From an optimization exercise on the open Yosys and OpenROAD flow, aimed at small area, a short achievable clock period and few clock cycles; shortcuts taken in it are not production practice.
Only simulation tests tie the RTL to the original design; equivalence was not proved.
Power is estimated from default activity; no workload was simulated.

Design microw_emitter, start of the top module:
module microw_emitter (
    input  wire        clk,
    input  wire        rst,          
    input  wire        cmd_valid,
    output wire        cmd_ready,
    input  wire [31:0] cmd_data,
    output reg         rsp_valid,
    output reg  [31:0] rsp_data
);
    localparam [3:0] ST_OK          = 4'd0;
    localparam [3:0] ST_NO_NEW_DATA = 4'd2;
    localparam [3:0] ST_OVERRUN     = 4'd3;
    localparam [3:0] ST_EMPTY       = 4'd6;
    localparam [3:0] ST_NOT_ACTIVE  = 4'd7;
    localparam [3:0] ST_NOT_STARTED = 4'd8;
    localparam [3:0] ST_STATE_ERROR = 4'd9;
    localparam [3:0] ST_WRONG_MODE  = 4'd10;
    localparam [3:0] ST_ILLEGAL     = 4'd11;
    function [5:0] add6(input [5:0] x, input [2:0] d);
        reg [5:0] dd;
        reg       c;
        integer   k;
        begin
            dd = {3'b000, d};
            c  = 1'b0;
            for (k = 0; k < 6; k = k + 1) begin
                add6[k] = x[k] ^ dd[k] ^ c;
                c = (x[k] & dd[k]) | (c & (x[k] ^ dd[k]));
            end
        end
    endfunction
    function [5:0] sub6(input [5:0] x, input [2:0] d);
        reg [5:0] dd;
        reg       c;
        integer   k;
        begin
            dd = ~{3'b000, d};
            c  = 1'b1;
            for (k = 0; k < 6; k = k + 1) begin
  ...
Size: about 3200 cells after synthesis, about 69 I/O pins, about 48000 sq um of cells after synthesis.
Settings: LEC_CHECK=0, CAP_MARGIN=20, CORE_MARGIN=2, CORE_UTILIZATION=40, CTS_CLUSTER_DIAMETER=100, CTS_CLUSTER_SIZE=27, SETUP_SLACK_MARGIN=5, SLEW_MARGIN=20, TNS_END_PERCENT=5; clock period 8.0 ns.
run.sh (not shown) runs the stock make flow with config.mk's settings and CLKGATE_MAP_FILE= SYNTH_SCRIPT=/design/flow/synth_recipe.tcl, a recipe that flattens the netlist after the stock synthesis.
Testbench counts at the start, summed over its fixed seeds: cycles 34,663.
Next try:
Settings changed: CTS_CLUSTER_SIZE 27 to 24, TNS_END_PERCENT 5 to 10.
The new run finished clean. Wire length drops by 0.85%. Synthesized area does not change. Design area grows by 0.41%. Clock-buffer cell count came out higher by 14.
Next try:
Settings changed: TNS_END_PERCENT 10 to 15.
Result: The new run completed without violations; design area barely changes; total power stays flat; cell count is higher by 0.32%.
Next try:
Settings changed: PLACE_DENSITY set to 0.7, TNS_END_PERCENT 15 to 10.
Effect:
- The new run produced a clean layout
- sequential share of layout area is higher by 0.32 points
- routed wire length drops by about 3%
- register-to-register slack barely changes
- clock skew rose by 0.033 ns
- core utilization went down by 0.27 points
- global-route usage came out lower by 0.90 points
- design area falls by about 0.6%
- area after synthesis does not change
- via count climbs by 1.9%

---

Starting RTL as in the previous note.
export LEC_CHECK = 0
export CAP_MARGIN = 20
export CORE_MARGIN = 2
export CORE_UTILIZATION = 40
export CTS_CLUSTER_DIAMETER = 100
export CTS_CLUSTER_SIZE = 24
export SETUP_SLACK_MARGIN = 5
export SLEW_MARGIN = 20
export TNS_END_PERCENT = 10
create_clock -name core_clock -period 8.0 [get_ports {clk}]
standard.sh (not shown) runs the stock make flow with config.mk's settings and CLKGATE_MAP_FILE= SYNTH_SCRIPT=/design/flow/synth_recipe.tcl, a recipe that flattens the netlist after the stock synthesis.
==> flow/flow/run.sh <==
#!/bin/bash
# The standard layout (the standard.sh, unchanged synthesis and steps),
# with the port buffers made from buf_4 cells instead of the slow cell
# buffer_ports picks by default. Each tool's output is in standard.log.
set -e
export BUFFER_PORTS_ARGS="-buffer_cell sky130_fd_sc_hd__buf_4"
bash standard.sh > standard.log 2>&1
Testbench counts at the start, summed over its fixed seeds: cycles 34,663.
Change:
==> flow/run.sh (new file) <==
#!/bin/bash
# synth_recipe.tcl (not shown) runs the flow's synth.tcl, then flattens the netlist and writes it again
# the make line also repeats each setting of config.mk as NAME=value (left out here)
make -C /OpenROAD-flow-scripts/flow DESIGN_CONFIG=/design/flow/config.mk WORK_HOME=/design/flow/orfs CLKGATE_MAP_FILE= SYNTH_SCRIPT=/design/flow/synth_recipe.tcl finish
Settings changed: TNS_END_PERCENT 10 to 20.
removed: flow/flow/run.sh
removed: flow/standard.sh
The changed run went through all stages and came out clean.
Core utilization is higher by 1.1 points.
Via count is higher by 0.75%.
Final area is higher by 2.4%.
Area after synthesis does not change.
Change:
Settings changed: TNS_END_PERCENT 20 to 30.
Outcome: Register-to-register slack hardly moves; routed wire length rises slightly; sequential power stays flat.

[separate check: timing with driven ports]
No port has a modelled driver above. Below, the same layouts with a new extraction and two added sets of constraints.
Step 1, drivers: a clkbuf_16 drives clk and a buf_2 each remaining input, both assumed.
Step 2 adds t to the input delays and takes it off the output delays; t is the mean of the earliest and latest rising clock arrival at the registers after step 1. Input paths then give back, and output paths get back, about the clock's delay inside the block.
a / b / c = ideal / step 1 / step 2; a / b = the first two.
run | shift t [ns] | setup WS [ns] | worst hold slack (ns) | slew at the worst register clock pin (ns)
the first run of note 1 | 0.742 | 4.758 / 4.739 / 4.132 | 0.498 / 0.498 / 0.498 | 0.11 / 0.11
the second run of note 1 | 0.733 | 4.708 / 4.641 / 4.164 | 0.492 / 0.492 / 0.492 | 0.11 / 0.11
the third run of note 1 | 0.760 | 4.797 / 4.737 / 4.214 | 0.499 / 0.499 / 0.499 | 0.11 / 0.11
the fourth run of note 1 | 0.742 | 4.745 / 4.675 / 4.233 | 0.482 / 0.482 / 0.482 | 0.11 / 0.11
the first run of note 2 | 0.751 | 4.767 / 4.790 / 4.056 | 0.486 / 0.486 / 0.486 | 0.11 / 0.11
the second run of note 2 | 0.754 | 4.768 / 4.697 / 4.260 | 0.501 / 0.501 / 0.501 | 0.11 / 0.11
the third run of note 2 | 0.746 | 4.808 / 4.737 / 4.236 | 0.495 / 0.495 / 0.495 | 0.11 / 0.11
After both steps every run listed still meets setup and hold. The setup slack of the first run of note 2, which loses most, moves by +0.023 ns with the drivers and by -0.711 ns with both steps.
